Background: an optimization exercise with open tools, aiming at small area, a short achievable clock period and few clock cycles. Do not read the settings as production practice.
Function was not checked in any run shown here: the RTL went through the layout flow alone.
No activity file was given, so power comes from the tool's default toggle rates.

## flow/run.sh

```bash
#!/bin/bash
set -euo pipefail
export BUFFER_PORTS_ARGS="-buffer_cell sky130_fd_sc_hd__buf_1"
bash standard.sh > standard_flow.log 2>&1
```

## standard.sh

```bash
#!/bin/bash
# synth_recipe.tcl (not shown) runs the flow's synth.tcl, then flattens the netlist and writes it again
# the make line also repeats each setting of config.mk as NAME=value (left out here)
make -C /OpenROAD-flow-scripts/flow DESIGN_CONFIG=/design/flow/config.mk WORK_HOME=/design/flow/orfs CLKGATE_MAP_FILE= SYNTH_SCRIPT=/design/flow/synth_recipe.tcl "${@:-finish}"
```

## config.mk

```make
export PLATFORM = sky130hd
export DESIGN_NAME = cn_codec
export DESIGN_NICKNAME = cn_codec
export VERILOG_FILES = /design/flow/design.v
export SDC_FILE = /design/flow/constraint.sdc
export NUM_CORES = 4
export LEC_CHECK = 0
export CAP_MARGIN = 20
export CORE_MARGIN = 2
export CORE_UTILIZATION = 40
export CTS_BUF_LIST = sky130_fd_sc_hd__clkbuf_4
export PLACE_DENSITY = 0.6
export SETUP_SLACK_MARGIN = 4.5
export SLEW_MARGIN = 20
```

## constraint.sdc

```tcl
create_clock -name core_clock -period 8.0 [get_ports {clk}]
set_input_delay 1.6000 -clock core_clock [delete_from_list [all_inputs] [get_ports {clk}]]
set_output_delay 1.6000 -clock core_clock [all_outputs]
set_load 0.01 [all_outputs]
```

## design.v

```verilog
module cn_codec (
    input  wire        clk,
    input  wire        rst,
    input  wire        cmd_valid,
    input  wire [31:0] cmd_word,
    input  wire [31:0] opa_addr,
    input  wire [31:0] opa_len,
    input  wire [31:0] opa_dst,
    input  wire [7:0]  opa_flags,
    input  wire [31:0] opa_seqack,
    output reg         busy,
    output wire [7:0]  res_code,
    output reg  [31:0] res_len,
    output reg  [15:0] res_cksum,
    output reg  [31:0] res_hdr0,
    output reg  [31:0] res_hdr1,
    output reg  [8:0]  res_hdr2,
    output wire        mem_req,
    output wire        mem_we,
    output wire [31:0] mem_addr,
    output wire [7:0]  mem_wdata,
    input  wire        mem_gnt,
    input  wire        mem_rvalid,
    input  wire [7:0]  mem_rdata
);
    function [32:0] bk_carry(input [31:0] g, input [31:0] p, input ci, input integer W);
        reg [31:0] G, P;
        integer i, l, d;
        begin
            G = g;
            P = p;
            G[0] = g[0] | (p[0] & ci);
            P[0] = 1'b0;
            for (l = 0; l < 5; l = l + 1) begin
                d = 1 << l;
                for (i = 0; i < 32; i = i + 1)
                    if (i < W && ((i + 1) % (2 * d)) == 0) begin
                        G[i] = G[i] | (P[i] & G[i - d]);
                        P[i] = P[i] & P[i - d];
                    end
            end
            for (l = 3; l >= 0; l = l - 1) begin
                d = 1 << l;
                for (i = 0; i < 32; i = i + 1)
                    if (i < W && ((i + 1) % (2 * d)) == d && i >= 2 * d) begin
                        G[i] = G[i] | (P[i] & G[i - d]);
                        P[i] = P[i] & P[i - d];
                    end
            end
            bk_carry[0] = ci;
            for (i = 1; i <= 32; i = i + 1)
                bk_carry[i] = G[i - 1];
        end
    endfunction
    function [31:0] step32(input [31:0] x, input dn);
        reg [32:0] c;
        begin
            c = bk_carry(32'd0, x ^ {32{dn}}, 1'b1, 32);
            step32 = x ^ c[31:0];
        end
    endfunction
    function [15:0] dec16(input [15:0] x);
        reg [32:0] c;
        begin
            c = bk_carry(32'd0, {16'd0, ~x}, 1'b1, 16);
            dec16 = x ^ c[15:0];
        end
    endfunction
    function [32:0] add32(input [31:0] a, input [31:0] b, input ci);
        reg [32:0] c;
        begin
            c = bk_carry(a & b, a ^ b, ci, 32);
            add32 = {c[32], (a ^ b) ^ c[31:0]};
        end
    endfunction
    function [16:0] add16(input [15:0] a, input [15:0] b, input ci);
        reg [32:0] c;
        begin
            c = bk_carry({16'd0, a & b}, {16'd0, a ^ b}, ci, 16);
            add16 = {c[16], (a ^ b) ^ c[15:0]};
        end
    endfunction
    localparam LIM = 7;    
    reg [1:0] rc;
    assign res_code = {4'd0, rc[1], ~rc[1] & rc[0], ~rc[1] & rc[0], rc[0]};
    localparam CHK1 = 0;   
    localparam CHK2 = 1;   
    localparam CHK3 = 2;   
    localparam RUN  = 3;   
    localparam DH0  = 4;   
    localparam DH1  = 5;   
    localparam DH2  = 6;   
    localparam EH   = 7;   
    localparam FIN1 = 8;   
    localparam FIN2 = 9;
    reg [9:0]  ph;
    reg        aok, nbig, nlt9, nhz, lbad, l9;    
    reg        is_ck, is_enc, is_dec;             
    reg        ill;       
    reg        dh;        
    reg [31:0] P;         
    reg [31:0] Q;         
    reg [39:0] X;         
    reg        rq, wq;    
    reg        rmore;     
    reg [2:0]  om;        
    reg [1:0]  cred;      
    reg        lb;        
    reg [31:0] ma;        
    reg [7:0]  wd;        
    reg [7:0]  rb;        
    reg        rbv;
    reg [7:0]  f0, f1, f2;    
    reg [2:0]  wp, rp;        
    reg [1:0]  fc;
    reg [15:0] acc;       
    reg        cy;
    reg        hi;        
    reg        skip;      
    reg        nz;        
    wire [31:0] pr_x = ~(P ^ res_len);
    wire [31:0] pr_o = P | res_len;
    wire [32:0] sum  = add32(pr_x, {pr_o[30:0], 1'b0}, 1'b0);
    wire        r_zero = (res_len == 32'd0);
    wire        s_ok = r_zero | ~(sum[32] & pr_o[31]);
    wire [31:0] Pnx  = step32(P, is_enc);
    wire [31:0] Qdec = step32(Q, 1'b1);
    wire        qhi0 = (Q[31:1] == 31'd0);
    wire rd_g = rq & mem_gnt;
    wire wr_g = wq & mem_gnt;
    wire [15:0] W = res_len[31:16];    
    wire [15:0] Wdec = dec16(W);
    wire last_rd  = is_ck ? (qhi0 & Q[0]) : (W == 16'd10);
    wire       run     = ph[RUN];
    wire       rmore_n = rmore & ~(rd_g & last_rd);
    wire [2:0] om_n    = om + {2'd0, rd_g} - {2'd0, mem_rvalid};
    wire       push    = mem_rvalid & is_enc;
    wire       pop     = wr_g & run;
    wire [1:0] fc_n    = fc + {1'b0, push} - {1'b0, pop};
    wire [1:0] cred_n  = cred + {1'b0, rd_g & is_enc} - {1'b0, pop};
    wire       rd_ok   = rmore_n & (cred_n != 2'd3);
    wire        take   = rbv & ~dh;
    wire        role   = hi & ~lb;
    wire        hiE    = take & role;
    wire        loE    = take & ~role;
    wire [15:0] addend = {rb & {8{hiE}}, rb & {8{loE}}};
    wire [16:0] asum   = add16(acc, addend, cy);
    wire [15:0] ck     = ~acc;
    wire [15:0] ckf    = nz ? ck : 16'd0;
    reg [7:0] xin;
    always @(*) begin
        case (W[1:0])
        2'b01:   xin = res_len[7:0];
        2'b00:   xin = res_len[15:8];
        2'b11:   xin = ckf[7:0];
        default: xin = ckf[15:8];
        endcase
    end
    assign mem_req   = rq | wq;
    assign mem_we    = wq;
    assign mem_addr  = ma;
    assign mem_wdata = wd;
    wire        enc_done = run & is_enc & ~rmore_n & (om_n == 3'd0) & (fc_n == 2'd0);
    wire        eh_last  = ph[EH] & wr_g & (W[3:0] == 4'd1);
    wire [31:0] P_n = !busy ? opa_addr
                    : ((ph[CHK1] | ph[CHK2]) & is_enc) ? Q
                    : (run & rd_g) ? Pnx : P;
    wire [31:0] Q_n = !busy ? ((cmd_word[1:0] == 2'd2) ? opa_dst : opa_len)
                    : ((ph[CHK1] | ph[CHK2]) & is_enc) ? sum[31:0]
                    : ((run | ph[EH]) & (is_enc ? wr_g : rd_g)) ? Qdec : Q;
    wire        wq_n = !busy ? wq
                     : (run & is_enc) ? (enc_done | (~rd_ok & (fc_n != 2'd0)))
                     : ph[EH] ? ~eh_last : wq;
    wire [39:0] X_n = !busy ? {opa_seqack[15:0], opa_seqack[31:16], opa_flags}
                    : (ph[EH] & wr_g) ? {xin, X[39:8]} : X;
    wire [2:0]  rp_n = !busy ? rp
                     : (ph[CHK3] & aok) ? 3'b001
                     : enc_done ? 3'b000
                     : pop ? {rp[1:0], rp[2]} : rp;
    wire        eh_n = busy & (enc_done | (ph[EH] & ~eh_last));
    wire [7:0]  f0_n = (push & wp[0]) ? mem_rdata : f0;
    wire [7:0]  f1_n = (push & wp[1]) ? mem_rdata : f1;
    wire [7:0]  f2_n = (push & wp[2]) ? mem_rdata : f2;
    wire [7:0]  wd_n = ({8{eh_n}} & X_n[7:0]) | ({8{rp_n[0]}} & f0_n) |
                       ({8{rp_n[1]}} & f1_n) | ({8{rp_n[2]}} & f2_n);
    wire [15:0] L     = res_hdr0[31:16];
    wire [15:0] Lm9   = add16(L, 16'hFFF7, 1'b0);
    wire        l_lt9 = (L[15:4] == 12'd0) & ~(L[3] & (L[2:0] != 3'd0));
    wire [16:0] n_l   = add16(res_len[15:0], ~L, 1'b1);
    wire        l_gtn = ~nhz & ~n_l[16];
    wire        n_lt9 = (res_len[31:4] == 28'd0) & ~(res_len[3] & (res_len[2:0] != 3'd0));
    wire        n_big = (res_len[31:16] != 16'd0) |
                        ((res_len[15:4] == 12'hFFF) & (res_len[3] | (&res_len[2:0])));
    wire [15:0] Np9   = add16(res_len[15:0], 16'd9, 1'b0);
    always @(posedge clk) begin
        rb  <= mem_rdata;
        rbv <= mem_rvalid;
        f0 <= f0_n;
        f1 <= f1_n;
        f2 <= f2_n;
        P  <= P_n;
        Q  <= Q_n;
        X  <= X_n;
        rp <= rp_n;
        ma <= wq_n ? Q_n : P_n;
        wd <= wd_n;
        if (busy && (ph[CHK1] || ph[DH1])) begin
            {cy, acc} <= 17'd0;
            nz        <= 1'b0;
            hi        <= 1'b1;
            skip      <= 1'b0;
        end else begin
            {cy, acc} <= asum;
            if (take) begin
                nz <= 1'b1;
                if (skip) skip <= 1'b0;
                else      hi   <= ~hi;
            end
            if (busy && ph[CHK3]) begin
                hi   <= 1'b0;
                skip <= ~res_len[0];
            end
        end
    end
    always @(posedge clk) begin
        if (rst) begin
            busy      <= 1'b0;
            rc        <= 2'd0;
            res_len   <= 32'd0;
            res_cksum <= 16'd0;
            res_hdr0  <= 32'd0;
            res_hdr1  <= 32'd0;
            res_hdr2  <= 9'd0;
            rq        <= 1'b0;
            wq        <= 1'b0;
            rmore     <= 1'b0;
            om        <= 3'd0;
            fc        <= 2'd0;
            cred      <= 2'd0;
            dh        <= 1'b0;
            lb        <= 1'b0;
        end else if (!busy) begin
            if (cmd_valid) begin
                busy    <= 1'b1;
                ph      <= 10'd1 << CHK1;
                is_ck   <= (cmd_word[1:0] == 2'd1);
                is_enc  <= (cmd_word[1:0] == 2'd2);
                is_dec  <= (cmd_word[1:0] == 2'd3);
                ill     <= (cmd_word[31:2] != 30'd0) | (cmd_word[1:0] == 2'd0);
                res_len <= opa_len;
            end
        end else begin
            if (ph[CHK1]) begin
                aok  <= s_ok;
                nbig <= n_big;
                nlt9 <= n_lt9;
                nhz  <= (res_len[31:16] != 16'd0);
                if (is_enc)
                    res_len[15:0] <= Np9;
                ph <= 10'd1 << CHK2;
            end
            if (ph[CHK2]) begin
                aok <= s_ok;
                if (ill) begin
                    rc      <= 2'd1;
                    res_len <= 32'd0;
                    busy    <= 1'b0;
                end else if (!aok || (is_enc && nbig)) begin
                    rc      <= 2'd2;
                    res_len <= 32'd0;
                    busy    <= 1'b0;
                end else if (is_ck) begin
                    rmore <= ~(qhi0 & ~Q[0]);
                    rq    <= ~(qhi0 & ~Q[0]);
                    ph    <= 10'd1 << RUN;
                end else if (is_enc) begin
                    res_len[31:16] <= res_len[15:0];
                    ph <= 10'd1 << CHK3;
                end else begin  
                    if (nlt9) begin
                        rc      <= 2'd3;
                        res_len <= 32'd0;
                        busy    <= 1'b0;
                    end else begin
                        dh    <= 1'b1;
                        res_len[31:16] <= 16'd18;
                        rmore <= 1'b1;
                        rq    <= 1'b1;
                        ph    <= 10'd1 << RUN;
                    end
                end
            end
            if (ph[CHK3]) begin
                if (!aok) begin
                    rc      <= 2'd2;
                    res_len <= 32'd0;
                    busy    <= 1'b0;
                end else begin
                    rmore <= (W != 16'd9);
                    rq    <= (W != 16'd9);
                    wp    <= 3'b001;
                    ph    <= 10'd1 << RUN;
                end
            end
            if (run) begin
                if (rd_g && !is_ck)
                    res_len[31:16] <= Wdec;
                rmore <= rmore_n;
                om    <= om_n;
                fc    <= fc_n;
                cred  <= cred_n;
                lb    <= ~is_enc & ~rmore_n & (om_n == 3'd0);
                if (push) wp <= {wp[1:0], wp[2]};
                if (is_enc) begin
                    rq <= rd_ok;
                    wq <= wq_n;
                    if (enc_done)
                        ph <= 10'd1 << EH;
                end else begin
                    rq <= rmore_n & (om_n < LIM);
                    if (!rmore_n && om_n == 3'd0)
                        ph <= dh ? (10'd1 << DH0) : (10'd1 << FIN1);
                end
            end
            if (ph[DH0])
                ph <= 10'd1 << DH1;
            if (ph[DH1]) begin
                dh   <= 1'b0;
                lbad <= l_lt9 | l_gtn;
                l9   <= (L == 16'd9);
                ph   <= 10'd1 << DH2;
            end
            if (ph[DH2]) begin
                if (lbad) begin
                    rc       <= 2'd3;
                    res_len  <= 32'd0;
                    res_hdr2[8] <= 1'b0;
                    busy     <= 1'b0;
                end else begin
                    res_len <= {L, Lm9};
                    rmore   <= ~l9;
                    rq      <= ~l9;
                    ph      <= 10'd1 << RUN;
                end
            end
            if (ph[EH]) begin
                wq <= wq_n;
                if (wr_g) begin
                    res_len[31:16] <= Wdec;
                    if (W[3:0] == 4'd1) begin
                        rc   <= 2'd0;
                        busy <= 1'b0;
                    end
                end
            end
            if (ph[FIN1] && !rbv)
                ph <= 10'd1 << FIN2;
            if (ph[FIN2]) begin
                rc   <= 2'd0;
                busy <= 1'b0;
                if (is_dec)
                    res_len[31:16] <= 16'd0;
                if (is_ck)
                    res_cksum <= ck;
                else
                    res_hdr2[8] <= (ckf == res_hdr0[15:0]);
            end
            if (dh && rbv) begin
                res_hdr0[15:8]  <= res_hdr0[7:0];
                res_hdr0[7:0]   <= res_hdr0[31:24];
                res_hdr0[31:24] <= res_hdr0[23:16];
                res_hdr0[23:16] <= res_hdr1[15:8];
                res_hdr1[15:8]  <= res_hdr1[7:0];
                res_hdr1[7:0]   <= res_hdr1[31:24];
                res_hdr1[31:24] <= res_hdr1[23:16];
                res_hdr1[23:16] <= res_hdr2[7:0];
                res_hdr2[7:0]   <= rb;
            end
        end
    end
endmodule
```

==> results of run 1 <==
==> cell families (layout without fill, tap and decap cells) <==
family	after synthesis	in the layout	synth area share, %
AND/OR/NAND/NOR	808	808	17.2
AO/OA/AOI/OAI	611	613	18.4
flip-flops	359	359	36.3
buffers and inverters	354	818	6.46
adder cells (fa/ha/maj)	172	172	11.0
multiplexers	125	125	6.17
XOR/XNOR	107	107	4.40
other	1	10	0.0176
==> where the power goes <==
group / switching [W] / total (W) / internal [W]
registers: 0.000217 / 0.00224 / 0.00202
clock network: 0.000844 / 0.00178 / 0.000932
logic: 0.000806 / 0.00146 / 0.000654
==> placed cells by master, fill, tap and decap left out, drive strengths merged, types with 83 or more instances in the layout <==
cell type,instances
clkbuf,163
o21ai,145
inv,210
nand2,348
a21oi,170
dfxtp,304
buf,421
ha,147
xnor2,83
nor2,203
==> final timing paths <==
| kind | endpoint | slack [ns] | cells after the start |
|---|---|---|---|
| setup / recovery | ma[31] | 4.38 | 17 |
| hold / removal | fc[0] | 0.46 | 2 |
| setup reg to reg | ma[31] | 4.38 | 17 |
| hold reg to reg | fc[0] | 0.46 | 2 |
==> repair_timing <==
| item | 4_1_cts | 5_1_grt |
|---|---|---|
| pin swaps | 39 | 37 |
| gates resized for setup | 142 | 81 |
| setup buffers | 28 | 24 |
| setup endpoints to repair | 72 | 61 |
| cloned | 4 | 4 |
| hold buffers | 0 | 0 |
==> layer usage <==
layer / wire, µm / track usage (%)
met5: 13 / 0
met4: 3560 / 11.4
met3: 5340 / 5.50
met2: 36400 / 44.5
met1: 33000 / 34.8
==> flip-flops by register name, indices dropped and copies added, names as in the netlist, 3 cells and up <==
register / cells
P: 32
Q: 32
X: 40
acc: 16
f0: 8
f1: 8
f2: 8
ma: 32
om: 3
ph: 10
rb: 8
res_cksum: 16
res_hdr0: 32
res_hdr1: 32
res_hdr2: 9
res_len: 32
rp: 3
wd: 8
wp: 3
==> through the flow <==
step | hold WS, ns | instance area [µm²] | setup slack, ns | util, % | instances
2_1_floorplan | 0.423 | 21500 | 3.91 | - | 2540
3_3_place_gp | 0.449 | 23300 | 3.13 | 44.4 | 3451
3_5_place_dp | 0.456 | 23300 | 3.09 | 44.4 | 3451
4_1_cts | 0.466 | 25400 | 4.42 | 48.4 | 3666
5_1_grt | 0.491 | 26000 | 4.28 | 49.4 | 3698
6_report | 0.462 | 26000 | 4.38 | 49.4 | 3700
==> final cells by class <==
class                      count  area share (%)
clock inverter                25           0.583
antenna                        6          0.0578
clock buffer                 158            4.57
timing repair inverter         1          0.0289
multi-input combinational   1829            50.1
tap                          688            3.31
sequential                   359            30.2
inverter                     208            3.08
timing repair buffer         426            8.08
==> critical path: stages (launching register included) <==
cell	delay (ns)
dfxtp_4	0.37
inv_4	0.04
ha_4	0.26
inv_2	0.04
ha_4	0.22
a211oi_4	0.28
o21ai_2	0.11
a311oi_4	0.34
o31ai_4	0.11
a31oi_4	0.29
o21ai_2	0.13
and4_4	0.17
a2111oi_4	0.24
fa_2	0.27
xnor2_1	0.06
o211ai_1	0.16
o21ai_1	0.11
mux2_4	0.27
==> flow_summary_export.csv, run 1 <==
group,metric,value,unit
synthesis,synth.lib_cells_used.distinct,80,
flow_run,maxCapViolCount,0,
timing,max_slew_margin,23.4,%
die,initial_core_util,40.5,%
synthesis,instance_count_of_the_mapped_netlist,2537,
layout,fillerInstances,5177,
power,report.power.total,0.00548,W
grt,globalRouteOverflowTotal,0,
cts,clkSinkCount,359,
setup_path,r2r_start,"P[2]",
drt,num_vias,20500,
place,gp_congestion,0.944,
synthesis,synthDominantCellAreaShare,28.6,%
worst_hold_path,min-delay-start,"fc[0]",
synthesis,postSynthRegisterBits,359,
cts,clock_buffers_created_by_tritoncts,101,
cts,cts_max_path_buffers,3,
synthesis,warnings_from_yosys,1,
layout,drive_gt1_share,16.1,%
synthesis,synth_edf_count,55,
timing,final.period_utilization,45.3,%
synthesis,synthTopCellsByCount,"nand2_1 (348), dfxtp_1 (304), inv_1 (206), nor2_1 (202), a21oi_1 (166)",
drt,remaining_drc_errors,0,
drt,post_route_ant_nets,0,
cts,cell_at_the_root_of_the_clock_tree,"clkbuf_4",
power,static-leakage-power,10.3,nW
layout,nets,3279,
die,die-area,55100,µm²
setup_path,worstPathRequired,8.75,ns
setup_path,critical_path.startpoint,"P[2]",
grt,pin_count_of_the_biggest_net_entering_global_routing,101,
timing,report.final.slew_viol_count,0,
drt,routed_via_density,5.55,
drt,initialDrtViolationCount,1600,
die,core,52600,µm²
synthesis,asyncSetResetFlopFracSynth,0,%
timing,fmaxAchievable,0.276,GHz
synthesis,post-synth-top-count-cell,"nand2_1",
cts,clock_tree.htree_level_count,3,
power,power_per_cell_area,211,nW/µm²
setup_path,timing.critical_path.fanout_max,4,
layout,syn_to_final_growth,22.0,%
timing,count_of_endpoints_failing_setup_in_the_final_report,0,
timing,layout_min_cycle_time,3.62,ns
synthesis,netlist_top_cells_area,"dfxtp_1 (29%), ha_1 (8.6%), edfxtp_1 (7.8%)",
synthesis,synthesis.area_per_instance,8.39,µm²
die,number_of_primary_i_o_pins,353,
setup_path,timing.critical_path.from_type,"flop",
timing,final_hold_violating_endpoints,0,
die,rows,84,
run_status,outcome,"timing/DRC/antenna clean",
drt,drt_first_pass_iters,7,
grt,first_pass_grt_wire_length,117000,µm
place,port-buffer-count,348,
die,floorplan.die.width,235,µm
setup_path,critPathKind,"reg2reg",
cts,clock_tree_from_tritoncts,"built",
synthesis,yosysTopAreaCell,"dfxtp_1",
die,die_y,235,µm
power,max-vdd-ir-drop,118,µV
timing,skew,0.0600,ns
drt,totalWireLength,78300,µm
synthesis,netlist_area,21300,µm²
cts,clk_transition_reported_paths,0.07,ns
cts,worstSkewPairLatency,0.91,ns
layout,multi_input_comb_area,13000,µm²
timing,setup_tns,0,ns
grt,global_route.usage.total,27.1,%
setup_path,critPathArrivalTime,4.37,ns
timing,rsz0062_at_grt,"yes",
drt,wire_length_per_cell_after_detailed_routing,21.2,µm
synthesis,synth.yosys.seq_area_share,36.3,%
place,post-dp-hpwl,56600,µm
grt,grt_pass1_vias,19900,
setup_path,cp-end-kind,"flop",
synthesis,synth-main-ff-cell,"dfxtp_1",
grt,antenna_violations_before_repair,4,
timing,max_slew.worst_pin.slew,1.15,ns
layout,register_area,7850,µm²
worst_hold_path,hold_path_class,"reg2reg",
==> inputs of run 2 (changes only) <==
--- a/design.v
+++ b/design.v
@@ -93,8 +93,11 @@
     localparam EH   = 7;   
     localparam FIN1 = 8;   
     localparam FIN2 = 9;
-    reg [9:0]  ph;
+    localparam CHK1A = 10;  
+    localparam CHK2A = 11;  
+    reg [11:0] ph;
     reg        aok, nbig, nlt9, nhz, lbad, l9;    
+    reg        c16;       
     reg        is_ck, is_enc, is_dec;             
     reg        ill;       
     reg        dh;        
@@ -120,7 +123,9 @@
     reg        nz;        
     wire [31:0] pr_x = ~(P ^ res_len);
     wire [31:0] pr_o = P | res_len;
-    wire [32:0] sum  = add32(pr_x, {pr_o[30:0], 1'b0}, 1'b0);
+    wire [16:0] sum_lo = add16(pr_x[15:0], {pr_o[14:0], 1'b0}, 1'b0);
+    wire [16:0] sum_hi = add16(pr_x[31:16], pr_o[30:15], c16);
+    wire [32:0] sum    = {sum_hi, sum_lo[15:0]};
     wire        r_zero = (res_len == 32'd0);
     wire        s_ok = r_zero | ~(sum[32] & pr_o[31]);
     wire [31:0] Pnx  = step32(P, is_enc);
@@ -202,7 +207,8 @@
         Q  <= Q_n;
         X  <= X_n;
         rp <= rp_n;
-        ma <= wq_n ? Q_n : P_n;
+        ma <= wq_n ? (((run | ph[EH]) & (is_enc ? wr_g : rd_g)) ? Qdec : Q)
+                   : ((run & rd_g) ? Pnx : P);
         wd <= wd_n;
         if (busy && (ph[CHK1] || ph[DH1])) begin
             {cy, acc} <= 17'd0;
@@ -242,7 +248,7 @@
         end else if (!busy) begin
             if (cmd_valid) begin
                 busy    <= 1'b1;
-                ph      <= 10'd1 << CHK1;
+                ph      <= 12'd1 << CHK1A;
                 is_ck   <= (cmd_word[1:0] == 2'd1);
                 is_enc  <= (cmd_word[1:0] == 2'd2);
                 is_dec  <= (cmd_word[1:0] == 2'd3);
@@ -250,6 +256,10 @@
                 res_len <= opa_len;
             end
         end else begin
+            if (ph[CHK1A] || ph[CHK2A]) begin
+                c16 <= sum_lo[16];
+                ph  <= ph[CHK1A] ? (12'd1 << CHK1) : (12'd1 << CHK2);
+            end
             if (ph[CHK1]) begin
                 aok  <= s_ok;
                 nbig <= n_big;
@@ -257,7 +267,7 @@
                 nhz  <= (res_len[31:16] != 16'd0);
                 if (is_enc)
                     res_len[15:0] <= Np9;
-                ph <= 10'd1 << CHK2;
+                ph <= is_enc ? (12'd1 << CHK2A) : (12'd1 << CHK2);
             end
             if (ph[CHK2]) begin
                 aok <= s_ok;
@@ -272,10 +282,10 @@
                 end else if (is_ck) begin
                     rmore <= ~(qhi0 & ~Q[0]);
                     rq    <= ~(qhi0 & ~Q[0]);
-                    ph    <= 10'd1 << RUN;
+                    ph    <= 12'd1 << RUN;
                 end else if (is_enc) begin
                     res_len[31:16] <= res_len[15:0];
-                    ph <= 10'd1 << CHK3;
+                    ph <= 12'd1 << CHK3;
                 end else begin  
                     if (nlt9) begin
                         rc      <= 2'd3;
@@ -286,7 +296,7 @@
                         res_len[31:16] <= 16'd18;
                         rmore <= 1'b1;
                         rq    <= 1'b1;
-                        ph    <= 10'd1 << RUN;
+                        ph    <= 12'd1 << RUN;
                     end
                 end
             end
@@ -299,7 +309,7 @@
                     rmore <= (W != 16'd9);
                     rq    <= (W != 16'd9);
                     wp    <= 3'b001;
-                    ph    <= 10'd1 << RUN;
+                    ph    <= 12'd1 << RUN;
                 end
             end
             if (run) begin
@@ -315,20 +325,20 @@
                     rq <= rd_ok;
                     wq <= wq_n;
                     if (enc_done)
-                        ph <= 10'd1 << EH;
+                        ph <= 12'd1 << EH;
                 end else begin
                     rq <= rmore_n & (om_n < LIM);
                     if (!rmore_n && om_n == 3'd0)
-                        ph <= dh ? (10'd1 << DH0) : (10'd1 << FIN1);
+                        ph <= dh ? (12'd1 << DH0) : (12'd1 << FIN1);
                 end
             end
             if (ph[DH0])
-                ph <= 10'd1 << DH1;
+                ph <= 12'd1 << DH1;
             if (ph[DH1]) begin
                 dh   <= 1'b0;
                 lbad <= l_lt9 | l_gtn;
                 l9   <= (L == 16'd9);
-                ph   <= 10'd1 << DH2;
+                ph   <= 12'd1 << DH2;
             end
             if (ph[DH2]) begin
                 if (lbad) begin
@@ -340,7 +350,7 @@
                     res_len <= {L, Lm9};
                     rmore   <= ~l9;
                     rq      <= ~l9;
-                    ph      <= 10'd1 << RUN;
+                    ph      <= 12'd1 << RUN;
                 end
             end
             if (ph[EH]) begin
@@ -354,7 +364,7 @@
                 end
             end
             if (ph[FIN1] && !rbv)
-                ph <= 10'd1 << FIN2;
+                ph <= 12'd1 << FIN2;
             if (ph[FIN2]) begin
                 rc   <= 2'd0;
                 busy <= 1'b0;
--- a/config.mk
+++ b/config.mk
@@ -7,8 +7,8 @@
 export LEC_CHECK = 0
 export CAP_MARGIN = 20
 export CORE_MARGIN = 2
-export CORE_UTILIZATION = 40
+export CORE_UTILIZATION = 55
 export CTS_BUF_LIST = sky130_fd_sc_hd__clkbuf_4
-export PLACE_DENSITY = 0.6
-export SETUP_SLACK_MARGIN = 4.5
+export PLACE_DENSITY = 0.75
+export SETUP_SLACK_MARGIN = 4.7
 export SLEW_MARGIN = 20
==> run 2 against run 1 <==
Hold slack better by 0.0075 ns; design area down 0.78%; global-route usage up 8.4 points; clock skew up 0.022 ns; largest cell class unchanged; highest routed layer is now met4.
==> flow_summary_export.csv, run 2 <==
group,metric,value,unit
timing,final.period_utilization,44.9,%
synthesis,synthTopCellsByCount,"nand2_1 (364), dfxtp_1 (304), inv_1 (218), a21oi_1 (181), nor2_1 (169)",
synthesis,synth-adder-area-share,10.8,%
synthesis,post_synth_and_or_nand_nor_area_fraction,16.8,%
worst_hold_path,hold_path_class,"reg2reg",
drt,routed_via_density,6.02,
synthesis,netlist_top_cells_area,"dfxtp_1 (28%), ha_1 (8.4%), edfxtp_1 (8.0%)",
synthesis,asyncSetResetFlopFracSynth,0,%
layout,multi_input_comb_area,12900,µm²
drt,wire_length_per_cell_after_detailed_routing,21.4,µm
setup_path,timing.critical_path.fanout_max,7,
power,p_clk_share,32.6,%
setup_path,critPathSlowestCell,"fa_2",
die,die-area,41000,µm²
synthesis,synth_top_family_by_area,"compound AO/OA/AOI/OAI gates",
die,number_of_primary_i_o_pins,353,
timing,report.final.slew_viol_count,0,
layout,final_core_util,66.6,%
setup_path,largest_delay_share_family_worst_path,"compound AO/OA/AOI/OAI gates",
timing,count_of_endpoints_failing_setup_in_the_final_report,0,
setup_path,worstPathRequired,8.67,ns
synthesis,synth.lib_cells_used.distinct,93,
die,core,38700,µm²
synthesis,yosysTopAreaCell,"dfxtp_1",
setup_path,critPathArrivalTime,4.25,ns
timing,skew,0.0819,ns
power,power_per_cell_area,209,nW/µm²
place,gp_congestion,0.962,
grt,grt_pass1_vias,20400,
cts,worstSkewPairLatency,0.86,ns
place,post-dp-hpwl,52700,µm
cts,cts_max_path_buffers,3,
synthesis,netlist_area,21600,µm²
flow_run,maxCapViolCount,0,
die,initial_core_util,55.9,%
power,max-vdd-ir-drop,143,µV
synthesis,synth.yosys.seq_area_share,36.2,%
die,die_y,202,µm
cts,cell_at_the_root_of_the_clock_tree,"clkbuf_4",
timing,max_slew_margin,26.0,%
die,rows,72,
timing,setup_tns,0,ns
die,floorplan.die.width,202,µm
setup_path,cells_along_the_critical_path,"inv_1 -> ha_2 -> inv_1 -> fa_2 -> a211oi_4 -> o21ai_2 -> a2111oi_4 -> or3_1 -> o21a_1 -> o21a_2 -> fa_2 -> nor2_2 -> a311oi_1 -> a21oi_1",
power,proportion_of_total_power_due_to_net_switching,33.5,%
synthesis,instance_count_of_the_mapped_netlist,2555,
layout,most_frequent_standard_cell_in_the_layout_excluding_fill_and_tap_cells,"nand2_1",
layout,syn_to_final_growth,19.1,%
timing,layout_min_cycle_time,3.59,ns
cts,cts_hold_repair.buffers,0,
grt,globalRouteOverflowTotal,0,
power,combinationalPowerShare,25.1,%
timing,final_hold_violating_endpoints,0,
drt,num_vias,21300,
run_status,outcome,"timing/DRC/antenna clean",
power,cell_internal_pwr,0.00358,W
synthesis,warnings_from_yosys,1,
cts,clock_buffers_created_by_tritoncts,98,
layout,drive_gt1_share,13.8,%
power,static-leakage-power,10.4,nW
grt,first_pass_grt_wire_length,114000,µm
layout,layout.cells.most_common_list,"nand2_1 (358), buf_1 (344), dfxtp_1 (266)",
synthesis,synth-compound-area-share,19.0,%
timing,fmaxAchievable,0.279,GHz
cts,clock_tree.htree_level_count,3,
grt,pin_count_of_the_biggest_net_entering_global_routing,91,
cts,clkSinkCount,362,
power,fraction_of_power_consumed_by_sequential_logic,42.4,%
synthesis,post-synth-top-count-cell,"nand2_1",
synthesis,postSynthRegisterBits,362,
synthesis,synth-main-ff-cell,"dfxtp_1",
synthesis,synthesis.area_per_instance,8.47,µm²
timing,rsz0062_at_grt,"yes",
setup_path,critPathKind,"reg2reg",
setup_path,cp_num_buf_inv,2,
setup_path,timing.critical_path.from_type,"flop",
drt,post_route_ant_nets,0,
layout,fillerInstances,3291,
synthesis,synthDominantCellAreaShare,28.1,%
layout,register_area,7910,µm²
power,switching_power_of_the_nets,0.00180,W
layout,regMostFlops,"X",
cts,clk_transition_reported_paths,0.07,ns
layout,nets,3288,
synthesis,synth_xor_area_share,4.46,%
synthesis,synth_edf_count,58,
grt,antenna_violations_before_repair,1,
synthesis,synth_mux_area_share,6.05,%
drt,drt_first_pass_iters,5,
setup_path,cpPeakStageDelay,0.58,ns
cts,clock_tree_from_tritoncts,"built",
drt,remaining_drc_errors,0,
setup_path,cp-end-kind,"flop",
place,port-buffer-count,348,
layout,largest_register_ffs,40,
timing,max_slew.worst_pin.slew,1.11,ns
grt,global_route.usage.total,35.5,%
drt,initialDrtViolationCount,2026,
drt,totalWireLength,75600,µm
[run 2: changes by cell type in the layout (fill, tap and decap cells not counted), moves of 20 or more]
cell	before	now
inv_1	181	209
a21oi_1	157	179
a31oi_1	35	15
mux2i_1	75	113
mux2_4	26	0
o21ai_0	113	146
nor2_1	200	163
[run 2: what timing repair did]
action,CTS,global route
setup buffers,32,20
pin swaps,33,41
cloned,6,2
setup endpoints to repair,94,64
gates resized for setup,101,67
[run 2: kinds of logic (layout without fill, tap and decap cells)]
family                     count (synthesis)  after routing
buffers and inverters                    371            828
AOI/OAI and AO/OA                        631            633
DFF                                      362            362
and+or+nand+nor                          783            783
adders and majority gates                171            171
xor gates and xnor gates                 107            107
muxes                                    129            129
other                                      1              6
[run 2: layout make-up]
cell class,instances,share of cell area (%)
inverter,219,3.26
tap,518,2.51
multi-input combinational,1827,50.1
clock inverter,26,0.602
antenna,2,0.0194
sequential,362,30.7
timing repair buffer,428,8.33
clock buffer,155,4.51
[run 2: worst paths after layout]
| kind | end | slack, ns | depth (start not counted) | startpoint |
|---|---|---|---|---|
| worst max register to register | Q[30] | 4.41 | 14 | res_len[17] |
| worst max-delay path | Q[30] | 4.41 | 14 | res_len[17] |
| worst min-delay path | res_hdr1[8] | 0.47 | 2 | res_hdr1[0] |
| worst min register to register | res_hdr1[8] | 0.47 | 2 | res_hdr1[0] |
[run 2: power by group through the flow]
stage	clock, W	sequential, W	combinational [W]
finish	0.00175	0.00228	0.00135
global route	0.00188	0.00230	0.00148
CTS	0.00178	0.00227	0.00126
detailed placement	0	0.00231	0.00116
global placement	0	0.00231	0.00111
floorplan	0	0.00223	0.000839
[run 2: metal layers]
layer	GRT usage [%]	part of all wire (%)	vias up
met1	45.6	40	10100
met3	7.29	9.2	253
met2	55.8	45	1127
met5	0	0	-
met4	20.0	5.6	0
li1	-	-	9803
[run 2: worst reg2reg max path: cells and delay by family, from the launching register on]
kind	cells	cell delay (ns)
AO/OA/AOI/OAI	7	1.21
adder cells (fa/ha/maj)	3	1.14
AND/OR/NAND/NOR	2	0.40
flip-flops	1	0.39
buffers and inverters	2	0.25
[run 2: stage by stage]
stage	cells	setup WS [ns]	instance area, µm²	power, W	hold slack [ns]
5_1_grt	3537	4.30	25800	0.00565	0.489
3_3_place_gp	3294	3.15	23300	0.00342	0.454
4_1_cts	3513	4.48	25300	0.00531	0.465
6_report	3537	4.41	25800	0.00538	0.469
2_1_floorplan	2558	3.89	21800	0.00307	0.428
3_5_place_dp	3294	3.04	23300	0.00347	0.455

static timing again, ports no longer ideal:
Ports are ideal in the flow. The routed layouts listed here were re-timed in OpenROAD.
Step 1 assumes that a clkbuf_16 drives the clock port and a buf_2 every other input.
Step 2, shift: input delay + t, output delay - t, t = (earliest + latest rising clock arrival at the registers) / 2. This alone moves slack from input paths to output paths.
Three values: no drivers, after step 1, after step 2; two values: the first two.
| run | shift t [ns] | setup slack, ns | latest minus earliest clock arrival (ns) | worst register clock-pin slew, ns | worst slew at a driven data input, ns |
|---|---|---|---|---|---|
| run 1 | 0.936 | 4.379 / 4.379 / 3.467 | 0.071 / 0.070 | 0.08 / 0.08 | 0.08 |
| run 2 | 0.871 | 4.411 / 4.378 / 3.508 | 0.082 / 0.083 | 0.08 / 0.08 | 0.09 |
After both steps every run listed still meets setup and hold. The setup slack of run 1, which loses most, moves by 0.000 ns with the drivers and by -0.912 ns with both steps.
